What follows belongs to an exercise in optimizing a design on an open flow for small area; a production flow would make more cautious choices.
At most, simulation tests tie the RTL to the original design; equivalence was not proved.

== lagoon ==
Design htm_core, start of the top module:
module htm_core (
    input  wire        clk,
    input  wire        rst,
    input  wire        cfg_dialect,
    input  wire        cfg_xor_reg,
    input  wire [16:0] prog_len,
    input  wire        cmd_valid,
    output wire        cmd_ready,
    input  wire [15:0] cmd_count,
    input  wire        cmd_inject,
    input  wire [39:0] cmd_instr,
    output wire [15:0] imem_addr,
    input  wire [39:0] imem_rdata,
    output wire [7:0]  gin_addr,
    input  wire [15:0] gin_rdata,
    output wire        gout_we,
    output wire [7:0]  gout_addr,
    output wire [15:0] gout_data,
    input  wire [5:0]  dbg_addr,
    output wire [15:0] dbg_data,
    output wire [5:0]  slen,
    output wire        runnable,
    output wire        faulted,
    output wire [2:0]  fault_code
);
    localparam [4:0] OP_CONST = 5'h01, OP_PUSH  = 5'h02, OP_POP    = 5'h03,
                     OP_LOAD  = 5'h04, OP_STORE = 5'h05, OP_COPY   = 5'h06,
                     OP_JUMPIF= 5'h07, OP_NOT   = 5'h08, OP_ADD    = 5'h09,
                     OP_MULT  = 5'h0A, OP_AND   = 5'h0B, OP_OR     = 5'h0C,
                     OP_XOR   = 5'h0D, OP_LSHIFT= 5'h0E, OP_RSHIFT = 5'h0F,
                     OP_EQUALS= 5'h10, OP_LESS  = 5'h11, OP_INPUT  = 5'h12,
                     OP_OUTPUT= 5'h13;
  ...
Size in the first run: about 730 flip-flops, ~220 I/O pins, ~24,000 um^2 of cells after synthesis.
Settings: LEC_CHECK=0, CAP_MARGIN=0, CORE_MARGIN=2, CORE_UTILIZATION=60, GPL_TIMING_DRIVEN=0, PLACE_DENSITY=0.7, SLEW_MARGIN=0, SYNTH_HIERARCHICAL=1, SYNTH_MINIMUM_KEEP_SIZE=0; clock period 14.0 ns.
standard.sh (not shown) runs the stock make flow with config.mk's settings and CLKGATE_MAP_FILE= SYNTH_SCRIPT=/design/flow/synth_recipe.tcl, a recipe that flattens the netlist after the stock synthesis.
==> flow/flow/run.sh <==
#!/bin/bash
# The standard ORFS layout (standard.sh), with changes that only make it
# smaller: port buffers are buf_1, the buffers ABC inserted are removed
# before placement, CTS uses clkbuf_4 sink clusters of up to 10 flip-flops
# and no dummy loads, and cells off the critical paths are downsized after
# global routing (RECOVER_POWER). ORFS writes each tool's log under
# orfs/logs; make's own output goes to flow_make.log here.
set -euo pipefail
bash standard.sh \
  REMOVE_ABC_BUFFERS=1 RECOVER_POWER=100 \
  "BUFFER_PORTS_ARGS=-buffer_cell sky130_fd_sc_hd__buf_1" \
  "CTS_ARGS=-sink_clustering_enable -repair_clock_nets -dont_use_dummy_load -buf_list {sky130_fd_sc_hd__clkbuf_4} -sink_clustering_size 10 -sink_clustering_max_diameter 40" \
  finish > flow_make.log 2>&1
[flow] lagoon | stages: complete | final checks: fail | reason: capacitance limit, slew limit
Relative to lagoon, the following input files were edited for yarrow:
--- a/flow/design.v
+++ b/flow/design.v
@@ -132,64 +132,61 @@
             A_X2:  raddr = 7'd2;
             A_TOP: raddr = {2'b01, len_m1};
             A_LEN: raddr = {2'b01, len[4:0]};
             A_C:   raddr = {2'b01, cnt};
             default: raddr = 7'b1000000;
         endcase
     end
     wire [15:0] wd;                  
     wire [15:0] r;                   
     localparam NW = 41;
-    wire [NW-1:0] sel;
+    wire [NW-1:0] sel, sel_hi;    
     wire [15:0] q [0:NW-1];
     wire [4:0] ps = add5(raddr[4:0], rot);
     wire is_x = raddr[6:5] == 2'b00;
     wire is_s = raddr[6:5] == 2'b01;
     wire wok  = is_x ? (ps[2:0] == 3'd7) : is_s ? (ps == 5'd31) : 1'b1;
     wire wx = (we && is_x && ps[2:0] == 3'd7) || xclr;
     wire ws = we && is_s && ps == 5'd31;
     wire wr = we && raddr[6];
+    htm_dec dec_lo (.ps(ps), .is_x(is_x), .is_s(is_s), .is_c(raddr[6]), .sel(sel));
+    htm_dec dec_hi (.ps(ps), .is_x(is_x), .is_s(is_s), .is_c(raddr[6]), .sel(sel_hi));
     genvar g, b;
     generate
         for (g = 0; g < NW; g = g + 1) begin : word
             reg  [15:0] m;
-            if (g < 8)
-                assign sel[g] = is_x && ps[2:0] == g;
-            else if (g < 40)
-                assign sel[g] = is_s && ps == g - 8;
-            else
-                assign sel[g] = raddr[6];
             if (g == 0 || g == 8) begin : head
                 wire [15:0] nx;
                 wire s = (g == 0) ? wx : ws;
                 for (b = 0; b < 16; b = b + 1) begin : wbit
                     htm_hold u (.q(q[g + (g == 0 ? 7 : 31)][b]), .k(!s), .d(wd[b]), .s(s), .y(nx[b]));
                 end
                 always @(posedge clk) m <= nx;
             end else if (g < 40) begin : body
                 always @(posedge clk) m <= q[g - 1];
             end else begin : cntw
                 wire [15:0] nx;
                 for (b = 0; b < 16; b = b + 1) begin : wbit
                     htm_hold u (.q(m[b]), .k(!wr), .d(wd[b]), .s(wr), .y(nx[b]));
                 end
                 always @(posedge clk) m <= nx;
             end
             assign q[g] = m;
         end
         for (b = 0; b < 16; b = b + 1) begin : rbit
             wire [13:0] n;
+            wire [NW-1:0] sl = (b < 8) ? sel : sel_hi;
             for (g = 0; g < 13; g = g + 1) begin : grp
-                htm_ao3 u (.a(q[3*g][b]), .sa(sel[3*g]), .b(q[3*g+1][b]), .sb(sel[3*g+1]),
-                           .c(q[3*g+2][b]), .sc(sel[3*g+2]), .y(n[g]));
+                htm_ao3 u (.a(q[3*g][b]), .sa(sl[3*g]), .b(q[3*g+1][b]), .sb(sl[3*g+1]),
+                           .c(q[3*g+2][b]), .sc(sl[3*g+2]), .y(n[g]));
             end
-            htm_ao2 u (.a(q[39][b]), .sa(sel[39]), .b(q[40][b]), .sb(sel[40]), .y(n[13]));
+            htm_ao2 u (.a(q[39][b]), .sa(sl[39]), .b(q[40][b]), .sb(sl[40]), .y(n[13]));
             assign r[b] = !(&n);
         end
     endgenerate
     wire [15:0] xv = (t & {16{xt}}) | ({t[14:0], 1'b0} & {16{xl}}) | ({1'b0, t[15:1]} & {16{xr}});
     wire [15:0] ev = (es == 2'd1) ? (cmd_inject ? cmd_instr[15:0] : cmd_count) :
                      (es == 2'd2) ? imem_rdata[15:0] :
                      (es == 2'd3) ? gin_rdata : 16'd0;
     wire [15:0] yv = ((rq & {16{yr}}) | ev) ^ {16{yinv}};
     wire [16:0] cc;
     assign cc[0] = cin;
@@ -510,10 +507,24 @@
                 input wire c, input wire sc, output wire y);
     assign y = !((a & sa) | (b & sb) | (c & sc));
 endmodule
 module htm_ao2 (input wire a, input wire sa, input wire b, input wire sb, output wire y);
     assign y = !((a & sa) | (b & sb));
 endmodule
 module htm_fa (input wire a, input wire b, input wire c, output wire s, output wire co);
     assign s  = a ^ b ^ c;
     assign co = (a & b) | (c & (a ^ b));
 endmodule
+module htm_dec (input wire [4:0] ps, input wire is_x, input wire is_s, input wire is_c,
+                output wire [40:0] sel);
+    genvar g;
+    generate
+        for (g = 0; g < 41; g = g + 1) begin : w
+            if (g < 8)
+                assign sel[g] = is_x && ps[2:0] == g;
+            else if (g < 40)
+                assign sel[g] = is_s && ps == g - 8;
+            else
+                assign sel[g] = is_c;
+        end
+    endgenerate
+endmodule
### Flow results
STATUS run=yarrow STAGES=ALL_DONE FINAL_CHECKS=FAILED CAUSE=capacitance limit, slew limit. Of lagoon and yarrow, the run reporting the higher post-place instance area was lagoon. Note that the overall routed net length recorded for lagoon amounts to 1.08 times the value seen in yarrow. Diff lagoon -> yarrow: synthesized area moved up, synthesized cell count increased by 53 relative to the old numbers, placement row count rose by 1. Sort lagoon and yarrow by worst relative slew slack desc -> top: yarrow.
For lagoon, only the layout was checked, not whether the RTL still works.

==> static timing again, ports no longer ideal <==
The flow's constraints put no driver on any port. The routed layouts listed below were extracted and timed again, unchanged, in two steps. Step 1: set_driving_cell puts a clkbuf_16 on clk and a buf_2 on each other input, an assumption about the parent block. Step 2 moves the port delays by t, midway between the first and last clock arrival at a register: inputs arrive t later, outputs are due t later. That takes back most of the time a late clock gives input paths. Slacks: ideal ports / drivers / drivers and shift; pairs: ideal ports / drivers.
| run | shift t [ns] | slack for setup (ns) | pins driven straight from the clock port |
|---|---|---|---|
| lagoon | 0.859 | 1.395 / 1.339 / 2.198 | 1 |
| yarrow | 0.849 | 1.499 / 1.445 / 2.294 | 1 |
